What follows belongs to an exercise in optimizing a design on an open flow for a short achievable clock period and few clock cycles per item; a production flow would make more cautious choices. The RTL was checked by simulation tests, not by an equivalence proof against the original design. Power is estimated from default activity; no workload was simulated.

==> design/flow/design.v <==
module sp8_core (
    input  wire        clk,
    input  wire        rst,           
    output reg  [15:0] bus_addr,
    output reg  [7:0]  bus_wdata,
    output reg         mem_we,
    output reg         disp_we,
    output reg         io_we,
    input  wire [7:0]  mem_rdata,
    output reg         retire,
    output reg  [2:0]  cost,
    output reg         halted,
    output reg         faulted,
    output reg  [7:0]  fault_op,
    output wire [15:0] pc,
    output wire [7:0]  sp,
    output wire [7:0]  a,
    output wire [7:0]  x,
    output wire [7:0]  y,
    output wire [7:0]  p
);
    localparam [7:0] OP_LDA_IMM = 8'hA9;
    localparam [7:0] OP_LDA_ZP  = 8'hA5;
    localparam [7:0] OP_STA_ZP  = 8'h85;
    localparam [7:0] OP_STA_ABS = 8'h8D;
    localparam [7:0] OP_ADC_IMM = 8'h69;
    localparam [7:0] OP_SBC_IMM = 8'hE9;
    localparam [7:0] OP_INC_ZP  = 8'hE6;
    localparam [7:0] OP_CMP_IMM = 8'hC9;
    localparam [7:0] OP_BNE     = 8'hD0;
    localparam [7:0] OP_SEC     = 8'h38;
    localparam [7:0] OP_HLT     = 8'hFF;
    localparam [2:0] T_NONE = 3'd0;    
    localparam [2:0] T_IB   = 3'd1;    
    localparam [2:0] T_DATA = 3'd2;    
    localparam [2:0] T_VLO  = 3'd3;    
    localparam [2:0] T_VHI  = 3'd4;    
    localparam [15:0] PF_WIN = 16'd16;
    reg [15:0] pc_r;
    reg [7:0]  a_r;
    reg        flag_c, flag_z, flag_v, flag_n;
    assign pc = pc_r;
    assign sp = 8'hFF;
    assign a  = a_r;
    assign x  = 8'h00;
    assign y  = 8'h00;
    assign p  = {flag_n, flag_v, 1'b1, 1'b0, 1'b0, 1'b0, flag_z, flag_c};
    wire stopped = halted | faulted;
    reg [2:0]  bt;           
    reg [2:0]  rt;           
    reg [15:0] ria;          
    reg [15:0] fa;           
    reg [7:0]  vlo;          
    reg [255:0] icd;         
    reg [31:0] icv;         
    reg [63:0] ict;         
    reg [31:0] icl2;        
    reg [127:0] icc;        
    reg [31:0] icl3;        
    reg [31:0] icbn;        
    localparam ZN = 8;
    reg [ZN-1:0]   zcv;
    reg [8*ZN-1:0] zca;      
    reg [8*ZN-1:0] zcd;      
    reg [8*ZN-1:0] zci;      
    reg [ZN-1:0]   zcz, zcn, zciz, zcin;
    reg [2:0]      zrr;      
    reg [15:0] btb_pc0, btb_pc1, btb_pc01, btb_pc11, btb_tg0, btb_tg1;
    reg [31:0] btb_toh0, btb_toh1;    
    reg [31:0] btb_poh0, btb_poh1;    
    reg        btb_v0, btb_v1;
    function [16:0] ks16(input [15:0] a, input [15:0] b, input cin);
        reg [16:0] g, pp;
        integer d, i;
        begin
            g  = {a & b, cin};
            pp = {a ^ b, 1'b0};
            for (d = 1; d < 17; d = d * 2)
                for (i = 16; i >= d; i = i - 1) begin
                    g[i]  = g[i] | (pp[i] & g[i-d]);
                    pp[i] = pp[i] & pp[i-d];
                end
            ks16 = {g[16], (a ^ b) ^ g[15:0]};
        end
    endfunction
    function [8:0] ks8(input [7:0] a, input [7:0] b, input cin);
        reg [8:0] g, pp;
        integer d, i;
        begin
            g  = {a & b, cin};
            pp = {a ^ b, 1'b0};
            for (d = 1; d < 9; d = d * 2)
                for (i = 8; i >= d; i = i - 1) begin
                    g[i]  = g[i] | (pp[i] & g[i-d]);
                    pp[i] = pp[i] & pp[i-d];
                end
            ks8 = {g[8], (a ^ b) ^ g[7:0]};
        end
    endfunction
    function [15:0] inc16(input [15:0] x);
        integer i;
        for (i = 0; i < 16; i = i + 1)
            inc16[i] = x[i] ^ (&(x | ~((16'd1 << i) - 16'd1)));
    endfunction
    function [15:0] dec16(input [15:0] x);
        integer i;
        for (i = 0; i < 16; i = i + 1)
            dec16[i] = x[i] ^ ~(|(x & ((16'd1 << i) - 16'd1)));
    endfunction
    function [15:0] addk(input [15:0] x, input [1:0] k);
        reg [2:0]  lo;
        reg [13:0] hi1;
        begin
            lo   = {1'b0, x[1:0]} + {1'b0, k};
            hi1  = inc16({2'b00, x[15:2]});
            addk = {lo[2] ? hi1 : x[15:2], lo[1:0]};
        end
    endfunction
    function [31:0] onehot6(input [4:0] v);
        onehot6 = 32'd1 << v;
    endfunction
    function pd_l2(input [7:0] o);
        pd_l2 = (o == OP_LDA_IMM) || (o == OP_LDA_ZP) || (o == OP_STA_ZP) ||
                (o == OP_STA_ABS) || (o == OP_ADC_IMM) || (o == OP_SBC_IMM) ||
                (o == OP_INC_ZP) || (o == OP_CMP_IMM) || (o == OP_BNE);
    endfunction
    function [2:0] pd_code(input [7:0] o);
        case (o)
            OP_LDA_IMM, OP_SEC: pd_code = 3'd0;
            OP_ADC_IMM, OP_HLT: pd_code = 3'd1;
            OP_SBC_IMM:         pd_code = 3'd2;
            OP_CMP_IMM:         pd_code = 3'd3;
            OP_LDA_ZP:          pd_code = 3'd4;
            OP_STA_ZP:          pd_code = 3'd5;
            OP_INC_ZP:          pd_code = 3'd6;
            default:            pd_code = 3'd2;    
        endcase
    endfunction
    function pd_l3(input [7:0] o);
        pd_l3 = (o == OP_STA_ABS);
    endfunction
    reg [10:0] pch;
    reg [31:0] foh;
    reg [4:0]  foh_b;
    integer qe;
    always @(*) begin
        foh_b = 5'd0;
        for (qe = 0; qe < 32; qe = qe + 1)
            if (foh[qe]) foh_b = foh_b | qe[4:0];
    end
    wire [15:0] pcf = {pch, foh_b};
    reg [7:0] fb0, fb1, fb2;
    reg       fv0, f_l2, f_l3, f_bn;
    reg [2:0] f_code;
    wire [31:0] iok;
    genvar gq;
    generate
        for (gq = 0; gq < 32; gq = gq + 1) begin : g_iok
            assign iok[gq] = icv[gq] && (!icl2[gq] || icv[(gq+1)%32]) &&
                             (!icl3[gq] || icv[(gq+2)%32]);
        end
    endgenerate
    integer q;
    always @(*) begin
        fb0 = 8'd0; fb1 = 8'd0; fb2 = 8'd0;
        fv0 = 1'b0;
        f_l2 = 1'b0; f_l3 = 1'b0; f_bn = 1'b0; f_code = 3'd0;
        for (q = 0; q < 32; q = q + 1) begin
            fb0  = fb0 | ({8{foh[q]}} & icd[8*q +: 8]);
            fb1  = fb1 | ({8{foh[q]}} & icd[8*((q+1)%32) +: 8]);
            fb2  = fb2 | ({8{foh[q]}} & icd[8*((q+2)%32) +: 8]);
            fv0  = fv0 | (foh[q] & iok[q]);
            f_l2 = f_l2 | (foh[q] & icl2[q]);
            f_l3 = f_l3 | (foh[q] & icl3[q]);
            f_bn = f_bn | (foh[q] & icbn[q]);
            f_code = f_code | ({3{foh[q]}} & icc[4*q +: 3]);
        end
    end
    wire f_ok = fv0;
    wire [4:0] i0 = pcf[4:0];
    wire [4:0] i1 = i0 + 5'd1;
    wire [4:0] i2 = i0 + 5'd2;
    wire [15:0] pch1x = inc16({5'd0, pch});
    wire [10:0] pch1 = pch1x[10:0];
    wire [31:0] fwin = foh | {foh[30:0], foh[31]} | {foh[29:0], foh[31:30]};
    wire [3:0] lm;
    genvar gl;
    generate
        for (gl = 0; gl < 4; gl = gl + 1) begin : g_lm
            assign lm[gl] = (ict[gl*16 +: 11] == pch);
        end
    endgenerate
    wire lm0n = (ict[10:0] == pch1);
    wire f_tok0 = lm[i0[4:3]];
    wire f_tok1 = (i0 == 5'd31) ? lm0n : lm[i1[4:3]];
    wire f_tok2 = (i0[4:1] == 4'b1111) ? lm0n : lm[i2[4:3]];
    wire f_tagok = f_tok0 && (!f_l2 || f_tok1) && (!f_l3 || f_tok2);
    wire f_sub = f_l2 && !f_l3 && !f_bn && (f_code[2:1] == 2'b01);
    wire [15:0] pcf1 = addk(pcf, 2'd1);
    wire [15:0] pcf2 = addk(pcf, 2'd2);
    wire [15:0] pcf3 = addk(pcf, 2'd3);
    wire [15:0] f_seq = f_l3 ? pcf3 : f_l2 ? pcf2 : pcf1;
    wire btb_isbn0 = |(icbn & btb_poh0), btb_ok0 = |(iok & btb_poh0);
    wire btb_isbn1 = |(icbn & btb_poh1), btb_ok1 = |(iok & btb_poh1);
    wire f_bh0 = btb_v0 && (btb_pc0[15:5] == pch) && (btb_pc0[4:0] == foh_b) && btb_isbn0 && btb_ok0;
    wire f_bh1 = btb_v1 && (btb_pc1[15:5] == pch) && (btb_pc1[4:0] == foh_b) && btb_isbn1 && btb_ok1;
    wire f_pred = f_bh0 || f_bh1;
    wire [31:0] il1 = ~icl2, il2 = icl2 & ~icl3, il3 = icl3;
    wire [31:0] mv1 = foh & iok & il1, mv2 = foh & iok & il2, mv3 = foh & iok & il3;
    wire [31:0] seq_oh = {mv1[30:0], mv1[31]} | {mv2[29:0], mv2[31:30]} | {mv3[28:0], mv3[31:29]} |
                         (foh & ~iok);
    wire        seq_cy = mv1[31] | mv2[31] | mv2[30] | mv3[31] | mv3[30] | mv3[29];
    reg        ir_v;
    reg        ir_l2, ir_l3, ir_bn;
    reg [2:0]  ir_code;
    wire       ir_grp = ir_l2 && !ir_l3 && !ir_bn;
    wire c_staa = ir_l3;
    wire c_bne  = ir_bn && !ir_l3;
    wire c_ldai = ir_grp && (ir_code == 3'd0);
    wire c_adc  = ir_grp && (ir_code == 3'd1);
    wire c_sbc  = ir_grp && (ir_code == 3'd2);
    wire c_cmp  = ir_grp && (ir_code == 3'd3);
    wire c_ldaz = ir_grp && (ir_code == 3'd4);
    wire c_staz = ir_grp && (ir_code == 3'd5);
    wire c_inc  = ir_grp && (ir_code == 3'd6);
    wire c_sec  = !ir_l2 && (ir_code == 3'd0);
    wire c_hlt  = !ir_l2 && (ir_code == 3'd1);
    wire c_ill  = !ir_l2 && (ir_code[2:1] != 2'b00);
    reg [7:0]  ir_b0, ir_b1, ir_b2;
    reg [15:0] ir_pc;        
    reg [15:0] ir_pc1;       
    reg        ir_pred;      
    reg [7:0]  ir_alub;      
    reg        ir_tagok;     
    reg [1:0]  ir_la, ir_l1, ir_lb;    
    reg        ir_bad0, ir_bad1, ir_bad2;
    reg        xw;           
    reg [15:0] ic_wa;
    reg [7:0]  ic_wd;
    reg        ic_l2, ic_l3, ic_bn;
    reg [2:0]  ic_code;
    wire       zfwd = mem_we && (ic_wa == {8'h00, ir_b1});
    wire [15:0] bw_incx = inc16({8'd0, ic_wd});
    wire [7:0] bw_inc = bw_incx[7:0];
    reg  [ZN-1:0] zm;
    reg  [7:0] zm_d, zm_i;
    reg        zm_z, zm_n, zm_iz, zm_in;
    integer k;
    always @(*) begin
        zm_d = 8'd0; zm_i = 8'd0; zm_z = 1'b0; zm_n = 1'b0; zm_iz = 1'b0; zm_in = 1'b0;
        for (k = 0; k < ZN; k = k + 1) begin
            zm[k] = zcv[k] && (zca[8*k +: 8] == ir_b1);
            if (zm[k]) begin
                zm_d  = zm_d | zcd[8*k +: 8];
                zm_i  = zm_i | zci[8*k +: 8];
                zm_z  = zm_z | zcz[k];
                zm_n  = zm_n | zcn[k];
                zm_iz = zm_iz | zciz[k];
                zm_in = zm_in | zcin[k];
            end
        end
    end
    wire       zhit = zfwd || (|zm);
    wire [7:0] zd   = zfwd ? ic_wd : zm_d;
    wire [7:0] zdi  = zfwd ? bw_inc : zm_i;
    wire       zd_z  = zfwd ? (ic_wd == 8'h00) : zm_z;
    wire       zd_n  = zfwd ? ic_wd[7] : zm_n;
    wire       zdi_z = zfwd ? (bw_inc == 8'h00) : zm_iz;
    wire       zdi_n = zfwd ? bw_inc[7] : zm_in;
    reg  [ZN-1:0] zw;
    always @(*)
        for (k = 0; k < ZN; k = k + 1)
            zw[k] = zcv[k] && (zca[8*k +: 8] == ic_wa[7:0]);
    reg        mz_inc;
    reg [7:0]  mz_addr;
    reg [15:0] mz_seq;
    wire x_go      = ir_v && ir_tagok && !xw && !stopped;
    wire x_tfail   = ir_v && !ir_tagok && !xw && !stopped;
    wire x_zp      = c_ldaz | c_inc;
    wire x_cn      = x_go && !x_zp;            
    wire x_czh     = x_go && x_zp && zhit;     
    wire x_needrd  = x_go && x_zp && !zhit;
    wire x_data    = xw && (rt == T_DATA);     
    wire x_czp     = x_czh || x_data;
    wire x_commit  = x_cn || x_czp;
    wire       zp_inc  = x_data ? mz_inc : c_inc;
    wire [7:0] zp_addr = x_data ? mz_addr : ir_b1;
    wire [15:0] md_incx = inc16({8'd0, mem_rdata});
    wire [7:0] md_inc  = md_incx[7:0];
    wire [7:0] x_zval  = x_data ? mem_rdata : zd;
    wire [7:0] x_incv  = x_data ? md_inc : zdi;
    wire       x_zval_z = x_data ? (mem_rdata == 8'h00) : zd_z;
    wire       x_zval_n = x_data ? mem_rdata[7] : zd_n;
    wire       x_incv_z = x_data ? (md_inc == 8'h00) : zdi_z;
    wire       x_incv_n = x_data ? md_inc[7] : zdi_n;
    wire [7:0] alu_b   = ir_alub;
    wire       alu_cin = c_cmp ? 1'b1 : flag_c;
    wire [8:0] alu_s0  = ks8(a_r, alu_b, 1'b0);
    wire [8:0] alu_s1  = ks8(a_r, alu_b, 1'b1);
    wire [8:0] alu_sum = alu_cin ? alu_s1 : alu_s0;
    wire [7:0] alu_p   = a_r ^ alu_b;
    wire       alu_zr  = &(alu_p[7:1] ~^ (a_r[6:0] | alu_b[6:0]));
    wire       alu_z   = alu_zr && (alu_p[0] == alu_cin);
    wire [7:0] alu_r   = alu_sum[7:0];
    wire       alu_v   = (a_r[7] == alu_b[7]) && (alu_r[7] != a_r[7]);
    wire [15:0] ir_pc2 = addk(ir_pc, 2'd2);
    wire [15:0] ir_pc3 = addk(ir_pc, 2'd3);
    wire [15:0] ir_seq = ir_l3 ? ir_pc3 : ir_l2 ? ir_pc2 : ir_pc1;
    wire [8:0]  x_tlo = ks8(ir_seq[7:0], ir_b1, 1'b0);
    wire [15:0] x_hi1 = inc16({8'd0, ir_seq[15:8]});
    wire [15:0] x_hm1 = dec16({8'd0, ir_seq[15:8]});
    wire [7:0]  x_thi = (x_tlo[8] == ir_b1[7]) ? ir_seq[15:8] : x_tlo[8] ? x_hi1[7:0] : x_hm1[7:0];
    wire [15:0] x_tgt = {x_thi, x_tlo[7:0]};
    wire        x_taken = !flag_z;
    wire [15:0] x_bnpc  = x_taken ? x_tgt : ir_seq;
    wire        x_redirect = x_go && c_bne && (x_taken != ir_pred);
    wire        x_stop  = x_go && (c_hlt || c_ill);
    wire        x_wr   = (x_go && (c_staz || c_staa)) || (x_czp && zp_inc);
    wire [15:0] x_wa   = x_czp ? {8'h00, zp_addr} : c_staa ? {ir_b2, ir_b1} : {8'h00, ir_b1};
    wire [7:0]  x_wd   = x_czp ? x_incv : a_r;
    wire        x_disp = !x_czp && c_staa && (ir_b2[7:4] == 4'h4);
    wire        x_io   = !x_czp && c_staa && (ir_b2[7:4] == 4'h5);
    wire        x_raw  = x_wr && !x_disp && !x_io;
    wire [15:0] ir_wa   = c_staa ? {ir_b2, ir_b1} : {8'h00, ir_b1};
    wire wh_ir  = (|(onehot6(ir_wa[4:0]) & fwin)) && ((ir_wa[15:5] == pch) || (ir_wa[15:5] == pch1));
    wire wh_bus = (|(onehot6(ic_wa[4:0]) & fwin)) && ((ic_wa[15:5] == pch) || (ic_wa[15:5] == pch1));
    wire        x_flush = x_go && (c_staz || c_inc ||
                          (c_staa && (ir_b2[7:4] != 4'h4) && (ir_b2[7:4] != 4'h5))) &&
                          wh_ir;
    wire [16:0] ir_zdx = ks16({8'h00, ir_b1}, ~ir_seq, 1'b1);
    wire [15:0] ir_zdist = ir_zdx[15:0];
    reg         mz_near;     
    wire        x_mzflush = x_data && mz_inc && mz_near;
    reg  [15:0] pcf_r;
    wire [8:0] pf_dx = ks8(fa[7:0], ~pcf_r[7:0], 1'b1);
    wire [7:0] pf_d = pf_dx[7:0];
    wire [15:0] fa1 = inc16(fa);
    wire pf_behind = pf_d[7];
    wire pf_far = !pf_behind && (pf_d >= PF_WIN[7:0]);
    reg  [2:0] pf_miss;
    reg        f_ok_r;       
    wire pf_stuck = (pf_miss == 3'd7);
    wire        bw_hit  = mem_we && wh_bus;
    wire        f_other = (rt == T_VHI) || x_redirect || x_mzflush || x_tfail;
    wire [15:0] o_pc    = (rt == T_VHI) ? {mem_rdata, vlo} : x_redirect ? x_bnpc :
                          x_mzflush ? mz_seq : ir_pc;
    wire ir_free = !ir_v || x_go || x_tfail;
    wire f_go    = ir_free && !x_redirect && !x_flush && !x_stop && !x_mzflush && !x_tfail && !bw_hit && !stopped;
    wire f_take  = f_ok && f_go;
    wire        fill     = (rt == T_IB);
    wire [1:0]  fl_line  = ria[4:3];
    reg         fl_retag_r;
    wire        fl_retag = fill && fl_retag_r;
    wire        rt_next  = (fl_retag && (fl_line == bus_addr[4:3])) ? (ria[15:5] != bus_addr[15:5]) :
                           (ict[{bus_addr[4:3], 4'b0000} +: 11] != bus_addr[15:5]);
    wire [7:0]  fl_data  = (mem_we && (ic_wa == ria)) ? ic_wd : mem_rdata;
    wire [1:0]  wr_line  = ic_wa[4:3];
    wire        wr_ic    = mem_we && bw_icok && !(fl_retag && (fl_line == wr_line));
    wire [15:0] lh_wz = {8'h00, zp_addr};
    wire        lh_zp = (fl_retag && (fl_line == lh_wz[4:3])) ? (ria[15:5] == lh_wz[15:5]) :
                        (ict[{lh_wz[4:3], 4'b0000} +: 11] == lh_wz[15:5]);
    wire        lh_ir = (fl_retag && (fl_line == ir_wa[4:3])) ? (ria[15:5] == ir_wa[15:5]) :
                        (ict[{ir_wa[4:3], 4'b0000} +: 11] == ir_wa[15:5]);
    reg         bw_icok;
    wire        wr_zc    = mem_we && (ic_wa[15:8] == 8'h00);
    integer j;
    always @(posedge clk) begin
        begin
            bus_wdata <= x_wd;
            if (x_raw) begin
                ic_wa   <= x_wa;
                ic_wd   <= x_wd;
                ic_l2   <= pd_l2(x_wd);
                ic_l3   <= pd_l3(x_wd);
                ic_bn   <= (x_wd == OP_BNE);
                ic_code <= pd_code(x_wd);
            end
            bw_icok   <= x_czp ? lh_zp : lh_ir;
            mem_we    <= 1'b0;
            disp_we   <= 1'b0;
            io_we     <= 1'b0;
            if (stopped || x_stop) begin
                bt <= T_NONE;
            end else if (bt == T_VLO) begin
                bus_addr <= 16'hFFFD;
                bt       <= T_VHI;
            end else if (rt == T_VLO) begin
                bt <= T_NONE;
            end else if (rt == T_VHI) begin
                bus_addr <= {mem_rdata, vlo};
                fa       <= {mem_rdata, vlo};
                bt       <= T_IB;
            end else if (x_needrd) begin
                bus_addr <= {8'h00, ir_b1};
                bt       <= T_DATA;
            end else if (x_wr) begin
                bus_addr <= x_wa;
                disp_we  <= x_disp;
                io_we    <= x_io;
                mem_we   <= x_raw;
                bt       <= T_NONE;
            end else if (x_redirect) begin
                bus_addr <= x_bnpc;
                fa       <= x_bnpc;
                bt       <= T_IB;
            end else if (x_tfail) begin
                bus_addr <= ir_pc;
                fa       <= ir_pc;
                bt       <= T_IB;
            end else if (pf_behind || pf_stuck || (pf_far && !f_ok_r)) begin
                bus_addr <= pcf_r;
                fa       <= pcf_r;
                bt       <= T_IB;
            end else if (!pf_far) begin
                bus_addr <= fa1;
                fa       <= fa1;
                bt       <= T_IB;
            end else begin
                bt <= T_NONE;
            end
            f_ok_r <= f_ok;
            pcf_r  <= (rt == T_VHI) ? {mem_rdata, vlo} : pcf;
            if (!f_ok_r && !pf_stuck)
                pf_miss <= pf_miss + 3'd1;
            else
                pf_miss <= 3'd0;
            rt  <= bt;
            ria <= bus_addr;
            fl_retag_r <= rt_next;
            if (rt == T_VLO)
                vlo <= mem_rdata;
            if (f_other) begin
                pch <= o_pc[15:5];
                foh <= onehot6(o_pc[4:0]);
            end else if (f_go) begin
                if (f_pred) begin
                    pch <= f_bh0 ? btb_tg0[15:5] : btb_tg1[15:5];
                    foh <= f_bh0 ? btb_toh0 : btb_toh1;
                end else begin
                    if (seq_cy)
                        pch <= pch1;
                    foh <= seq_oh;
                end
            end
            if (f_take)
                ir_v <= 1'b1;
            else if (ir_free || x_stop || x_mzflush || x_tfail)
                ir_v <= 1'b0;
            if (ir_free) begin
                ir_l2   <= f_l2;
                ir_l3   <= f_l3;
                ir_bn   <= f_bn;
                ir_code <= f_code;
                ir_b0   <= fb0;
                ir_b1   <= fb1;
                ir_alub <= f_sub ? ~fb1 : fb1;
                ir_b2   <= fb2;
                ir_pc   <= pcf;
                ir_pc1  <= pcf1;
                ir_pred <= f_pred;
                ir_tagok <= f_tagok;
                ir_la   <= i0[4:3];
                ir_l1   <= i1[4:3];
                ir_lb   <= i2[4:3];
                ir_bad0 <= !f_tok0;
                ir_bad1 <= f_l2 && !f_tok1;
                ir_bad2 <= f_l3 && !f_tok2;
            end
            retire <= x_commit;
            if (x_needrd) begin
                xw      <= 1'b1;
                mz_inc  <= c_inc;
                mz_addr <= ir_b1;
                mz_seq  <= ir_seq;
                mz_near <= (ir_zdist < 16'd6);
            end
            if (x_data)
                xw <= 1'b0;
            if (x_cn) begin
                pc_r <= c_bne ? x_bnpc : ir_seq;
                if (c_sec) begin
                    flag_c <= 1'b1;
                    cost   <= 3'd2;
                end
                if (c_ldai) begin
                    a_r    <= ir_b1;
                    flag_z <= (ir_b1 == 8'h00);
                    flag_n <= ir_b1[7];
                    cost   <= 3'd2;
                end
                if (c_adc || c_sbc) begin
                    a_r    <= alu_r;
                    flag_c <= alu_sum[8];
                    flag_v <= alu_v;
                    flag_z <= alu_z;
                    flag_n <= alu_r[7];
                    cost   <= 3'd2;
                end
                if (c_cmp) begin
                    flag_c <= alu_sum[8];
                    flag_z <= alu_z;
                    flag_n <= alu_r[7];
                    cost   <= 3'd2;
                end
                if (c_staz)
                    cost <= 3'd3;
                if (c_staa)
                    cost <= 3'd4;
                if (c_bne)
                    cost <= x_taken ? 3'd3 : 3'd2;
                if (c_hlt)
                    halted <= 1'b1;
                if (c_ill) begin
                    faulted  <= 1'b1;
                    fault_op <= ir_b0;
                end
            end
            if (x_czp) begin
                pc_r <= x_data ? mz_seq : ir_seq;
                if (zp_inc) begin
                    flag_z <= x_incv_z;
                    flag_n <= x_incv_n;
                    cost   <= 3'd5;
                end else begin
                    a_r    <= x_zval;
                    flag_z <= x_zval_z;
                    flag_n <= x_zval_n;
                    cost   <= 3'd3;
                end
            end
            if (x_go && c_bne) begin
                if (x_taken) begin
                    if (ir_b1[7]) begin
                        btb_v0   <= 1'b1;
                        btb_pc0  <= ir_pc;
                        btb_poh0 <= onehot6(ir_pc[4:0]);
                        btb_pc01 <= ir_pc1;
                        btb_tg0  <= x_tgt;
                        btb_toh0 <= onehot6(x_tgt[4:0]);
                    end else begin
                        btb_v1   <= 1'b1;
                        btb_pc1  <= ir_pc;
                        btb_poh1 <= onehot6(ir_pc[4:0]);
                        btb_pc11 <= ir_pc1;
                        btb_tg1  <= x_tgt;
                        btb_toh1 <= onehot6(x_tgt[4:0]);
                    end
                end else begin
                    if (btb_pc01 == ir_pc1)
                        btb_v0 <= 1'b0;
                    if (btb_pc11 == ir_pc1)
                        btb_v1 <= 1'b0;
                end
            end
            if (mem_we) begin
                if (ic_wa == btb_pc01)
                    btb_v0 <= 1'b0;
                if (ic_wa == btb_pc11)
                    btb_v1 <= 1'b0;
            end
            if (fill) begin
                if (fl_retag) begin
                    ict[{fl_line, 4'b0000} +: 11] <= ria[15:5];
                    for (j = 0; j < 8; j = j + 1)
                        icv[{fl_line, j[2:0]}] <= 1'b0;
                end
                icv[ria[4:0]] <= 1'b1;
                icd[{ria[4:0], 3'b000} +: 8] <= fl_data;
                icl2[ria[4:0]] <= pd_l2(fl_data);
                icl3[ria[4:0]] <= pd_l3(fl_data);
                icc[{ria[4:0], 2'b00} +: 3] <= pd_code(fl_data);
                icbn[ria[4:0]] <= (fl_data == OP_BNE);
            end
            if (x_tfail)
                for (j = 0; j < 8; j = j + 1) begin
                    if (ir_bad0) icv[{ir_la, j[2:0]}] <= 1'b0;
                    if (ir_bad1) icv[{ir_l1, j[2:0]}] <= 1'b0;
                    if (ir_bad2) icv[{ir_lb, j[2:0]}] <= 1'b0;
                end
            if (wr_ic) begin
                icd[{ic_wa[4:0], 3'b000} +: 8] <= ic_wd;
                icl2[ic_wa[4:0]] <= ic_l2;
                icl3[ic_wa[4:0]] <= ic_l3;
                icc[{ic_wa[4:0], 2'b00} +: 3] <= ic_code;
                icbn[ic_wa[4:0]] <= ic_bn;
            end
            if (wr_zc) begin
                for (k = 0; k < ZN; k = k + 1)
                    if ((|zw) ? zw[k] : (zrr == k)) begin
                        zcv[k]        <= 1'b1;
                        zca[8*k +: 8] <= ic_wa[7:0];
                        zcd[8*k +: 8] <= ic_wd;
                        zci[8*k +: 8] <= bw_inc;
                        zcz[k]        <= (ic_wd == 8'h00);
                        zcn[k]        <= ic_wd[7];
                        zciz[k]       <= (bw_inc == 8'h00);
                        zcin[k]       <= bw_inc[7];
                    end
                if (!(|zw))
                    zrr <= zrr + 3'd1;
            end else if (x_data) begin
                for (k = 0; k < ZN; k = k + 1)
                    if (zrr == k) begin
                        zcv[k]        <= 1'b1;
                        zca[8*k +: 8] <= mz_addr;
                        zcd[8*k +: 8] <= mem_rdata;
                        zci[8*k +: 8] <= md_inc;
                        zcz[k]        <= (mem_rdata == 8'h00);
                        zcn[k]        <= mem_rdata[7];
                        zciz[k]       <= (md_inc == 8'h00);
                        zcin[k]       <= md_inc[7];
                    end
                zrr <= zrr + 3'd1;
            end
        end
        if (rst) begin
            bus_addr  <= 16'hFFFC;
            mem_we    <= 1'b0;
            disp_we   <= 1'b0;
            io_we     <= 1'b0;
            bt        <= T_VLO;
            rt        <= T_NONE;
            ir_v      <= 1'b0;
            xw        <= 1'b0;
            pf_miss   <= 3'd0;
            icv       <= 32'd0;
            zcv       <= {ZN{1'b0}};
            zrr       <= 3'd0;
            btb_v0    <= 1'b0;
            btb_v1    <= 1'b0;
            flag_c    <= 1'b0;
            flag_z    <= 1'b0;
            flag_v    <= 1'b0;
            flag_n    <= 1'b0;
            retire    <= 1'b0;
            cost      <= 3'd0;
            halted    <= 1'b0;
            faulted   <= 1'b0;
        end
    end
endmodule
==> design/flow/run.sh <==
#!/bin/bash
# synth_recipe.tcl (not shown) runs the flow's synth.tcl, then flattens the netlist and writes it again
# the make line also repeats each setting of config.mk as NAME=value (left out here)
make -C /OpenROAD-flow-scripts/flow DESIGN_CONFIG=/design/flow/config.mk WORK_HOME=/design/flow/orfs CLKGATE_MAP_FILE= SYNTH_SCRIPT=/design/flow/synth_recipe.tcl finish
==> design/flow/config.mk <==
export PLATFORM = sky130hd
export DESIGN_NAME = sp8_core
export DESIGN_NICKNAME = sp8_core
export VERILOG_FILES = /design/flow/design.v
export SDC_FILE = /design/flow/constraint.sdc
export NUM_CORES = 4
export LEC_CHECK = 0
export CAP_MARGIN = 20
export CORE_MARGIN = 2
export CORE_UTILIZATION = 40
export PLACE_DENSITY = 0.6
export SETUP_SLACK_MARGIN = 2.0
export SLEW_MARGIN = 20
export TNS_END_PERCENT = 5
==> design/flow/constraint.sdc <==
create_clock -name core_clock -period 5.0 [get_ports {clk}]
set_input_delay 1.0000 -clock core_clock [delete_from_list [all_inputs] [get_ports {clk}]]
set_output_delay 1.0000 -clock core_clock [all_outputs]
set_load 0.01 [all_outputs]
==> summary.md <==
| Metric | Value |
|---|---|
| Row cnt | `153` |
| First-pass GRT wire length | `480,800 um` |
| Dpl cell area | `74,690 um^2` |
| Core area | `174,200 um^2` |
| Worst Setup Path Type | `register to register` |
| Initial Utilization | `40.34%` |
| Internal power | `26.92 mW` |
| Fill count | `16,090` |
| Reg2reg setup slack | `1200 ps` |
| DR vias/cell | `6.608` |
| Reg2reg path depth | `14` |
| RSZ-0062 raised after global routing | `true` |
| Clk_skew | `41.09 ps` |
| Yosys warning count | `1` |
| Met3 wire len | `43,420 um` |
| Routed vias | `68,470` |
| Sw Ratio | `40.90%` |
| Die width | `423.2 um` |
| Num Clock Sinks | `1,276` |
| Number of top-level pins | `107` |
| CP Launch Type | `register` |
| ANT nets after route | `0` |
| Critical path endpoint | `ic_wd[5]` |
| HPWL after DPL | `237,600 um` |
| P&R area growth vs syn | `20.12%` |
| Total global-route track usage | `37.27%` |
| Critical Path Start | `ir_l2` |
| Share of cells above drive strength 1 | `16.03%` |
| Register area share after synthesis | `46.21%` |
| Residual DRC count | `0` |
| Worst slew margin | `20.46%` |
| Clock power frac | `25.0%` |
| Critical path arrival | `4260 ps` |
| Synth Register Bits | `1,276` |
| Reg-to-reg critical path startpoint | `ir_l2` |
| Clock latency on the worst-skew pair | `850 ps` |
| Vias in the first global route | `63,020` |
| Pwr dens | `539.6 nW/um^2` |
| PortBufs | `78` |
| Grt ovf | `0` |
| Flop pwr share | `33.9%` |
| Most common cell after layout, fill and taps aside | `nand2_1` |
| TNS Setup | `0 ps` |
| Leak | `30.65 nW` |
| CP required | `5460 ps` |
| Max-Cap Viols | `0` |
| Hold-fix buffers, CTS | `0` |
| Min-Delay Path Class | `register to register` |
| Root Buffer | `clkbuf_16` |
| Max Freq | `263.1 MHz` |
| Nets | `8,017` |
| Yosys cell types | `103` |
| H-tree level count | `4` |
| Final Hold Viols | `0` |
| Initial DRC count | `10,440` |
| Asr flop ratio synth | `0%` |
| Clock Pin Slew Worst Setup and Hold Paths | `60 ps` |
| Maximum root-to-sink buffer count | `3` |
| VDD IR-drop max | `0.6065 mV` |
| Final slew viol count | `0` |
| Status | `complete, no violations` |
| Final WL | `349,100 um` |
| Combinational Power Share | `41.1%` |
| Mean Syn Cell Area | `9.152 um^2` |
| Final GP Congestion | `1.023` |
| Mapped Cells | `7,679` |
| Fin crit share | `76.02%` |
| Largest net degree at the start of global routing | `76` |
| Die Footprint | `179,100 um^2` |
| Pre-antenna DRT Iters | `11` |
| Syn Std Cell Area | `70,270 um^2` |
| M1 WL | `129,700 um` |
| FF-to-FF End | `ic_wd[5]` |
| CTS tree | `yes` |
| Switch Pwr | `18.63 mW` |
| Cts bufs inserted | `146` |
| Met2 WL post-DR | `146,100 um` |
| EDFF count, synth | `692` |
| Main synth FF type | `edfxtp_1` |
| Initial antenna violation count | `12` |
| Final Hold Slack | `419.4 ps` |
| Most frequent cells in the layout | `nand2_1 (901), edfxtp_1 (692), nor2_1 (615)` |
| Endpoints failing setup | `0` |
| Endpoint class of the critical path | `register` |
| Crit path time final | `3801 ps` |
| Die extent in y | `423.2 um` |
| Crit path max fanout | `22` |
| Final instance area | `84,410 um^2` |
| Routed WL per cell | `33.69 um` |
| Worst slew pin tran | `1189 ps` |
| Highest Signal Layer | `met5` |
[sequential cells by signal (all words and copies together), names as in the netlist, 32 cells and up]
register	flops
icd	256
icc	96
zca	64
zcd	56
zci	56
ict	44
btb_poh0	32
btb_poh1	32
btb_toh0	32
btb_toh1	32
foh	32
icbn	32
icl2	32
icl3	32
icv	32
[worst min path at each step]
stage / startpoint / end / slack (ps) / cells past startpoint
floorplan: bus_addr[1] / ria[1] / 390 / 0
global placement: ir_b0[0] / fault_op[0] / 410 / 0
detailed placement: ir_b0[5] / fault_op[5] / 410 / 0
CTS: ir_b0[0] / fault_op[0] / 420 / 0
global route: ir_b0[1] / fault_op[1] / 430 / 0
finish: ir_b0[0] / fault_op[0] / 420 / 0
[cells in the mapped netlist, types with 67 or more instances]
master / n / area (um^2)
nand4_1: 174 / 1089
mux2i_1: 196 / 1962
xor2_1: 211 / 1848
nand2_1: 915 / 3435
nand2b_1: 109 / 681.9
inv_1: 175 / 656.9
nor2_1: 663 / 2489
buf_1: 95 / 356.6
nor4_1: 104 / 650.6
a221oi_1: 111 / 972.2
o22ai_1: 74 / 462.9
and3_1: 67 / 419.2
a22o_1: 120 / 1051
ha_1: 93 / 1164
a22oi_1: 441 / 3311
o21ai_0: 514 / 2572
a21oi_1: 478 / 2392
dfxtp_1: 584 / 11690
nor3_1: 135 / 675.7
nand3_1: 209 / 1046
clkbuf_1: 461 / 1730
xnor2_1: 263 / 2303
edfxtp_1: 692 / 20780
[cells by family (layout without fill, tap and decap cells)]
| group | after synthesis | after routing | synth area share (%) |
|---|---|---|---|
| compound gates | 2160 | 2161 | 20.07 |
| xor+xnor | 474 | 474 | 5.907 |
| fa+ha+maj | 94 | 94 | 1.684 |
| buf+inv | 832 | 1155 | 4.816 |
| flops | 1276 | 1276 | 46.21 |
| mux | 242 | 242 | 3.956 |
| other cells | 2 | 34 | 0.01069 |
| simple gates | 2599 | 2601 | 17.35 |
[through the flow]
stage,power [mW],util (%),cells,worst slack [ps]
6_report,45.55,48.46,10360,1199
2_1_floorplan,24.59,-,7705,920.7
5_1_grt,46.90,48.45,10360,1084
3_5_place_dp,31.18,42.87,9836,419.4
3_3_place_gp,31.10,42.86,9836,377.4
4_1_cts,43.94,47.54,10280,1213
[worst max-delay path, stage by stage (launching register included)]
cell and delay (ps):
edfxtp_1 460, buf_4 150, buf_6 230, nor3b_1 220, buf_4 170, nand2_1 100, nor2_1 220, nand2_2 180
a31oi_4 270, buf_12 150, nor2_2 40, nand3_1 320, nor3_1 90, buf_4 210, nor2_4 550
[cell type report]
class	count	area (um^2)	share of cell area (%)
Multi-Input combinational cell	5600	36680	43.45
Sequential cell	1276	32480	38.48
Timing Repair Buffer	709	6603	7.822
Clock buffer	197	4050	4.798
Tap cell	2325	2909	3.446
Clock inverter	69	975.9	1.156
Inverter	180	703.2	0.8330
Antenna cell	6	15.01	0.01779
[power by group through the flow]
stage | registers (mW) | logic (mW) | clock network [mW]
after floorplan | 14.3 | 10.3 | 0
after global placement | 15.6 | 15.5 | 0
after detailed placement | 15.6 | 15.6 | 0
after CTS | 15.3 | 17.2 | 11.4
after global routing | 15.5 | 19.6 | 11.9
final | 15.4 | 18.7 | 11.4
[routing by layer]
layer	vias to the layer above	GRT usage [%]
li1	28790	-
met1	32980	47.50
met2	5194	54.50
met3	1485	10.78
met4	18	25.28
met5	-	0
[repair_timing]
action / in CTS / in global routing
cloned: 14 / 9
endpoints found under the setup margin: 1118 / 1101
gates resized for setup: 321 / 180
buffers inserted: 164 / 67
pin swaps: 83 / 77
Testbench counts, summed over its fixed seeds: cycles 66,228, instrs 42,223.

what the ideal ports hide:
How much do the figures lean on ideal ports? The routed layout below was timed once more, with nothing changed but the port constraints. Step 1 (the two cells are an assumption about what drives the block):
set clk [get_ports {clk}]
set_driving_cell -lib_cell sky130_fd_sc_hd__clkbuf_16 $clk
set_driving_cell -lib_cell sky130_fd_sc_hd__buf_2 [delete_from_list [all_inputs] $clk]
Step 2 adds t to the input delays and takes it off the output delays; t is the mean of the earliest and latest rising clock arrival at the registers after step 1. Input paths then give back, and output paths get back, about the clock's delay inside the block. Slacks: ideal ports / drivers / drivers and shift; pairs: ideal ports / drivers.
t (ns): 0.923
slack for setup (ns): 1.199 / 1.199 / 0.534
hold WS [ns]: 0.419 / 0.419 / 0.419
worst register clock-pin slew, ns: 0.07 / 0.07
pins driven straight from the clock port: 1
After both steps setup and hold are still met in this run. The setup slack of this run moves by 0.000 ns with the drivers and by -0.665 ns with both steps.
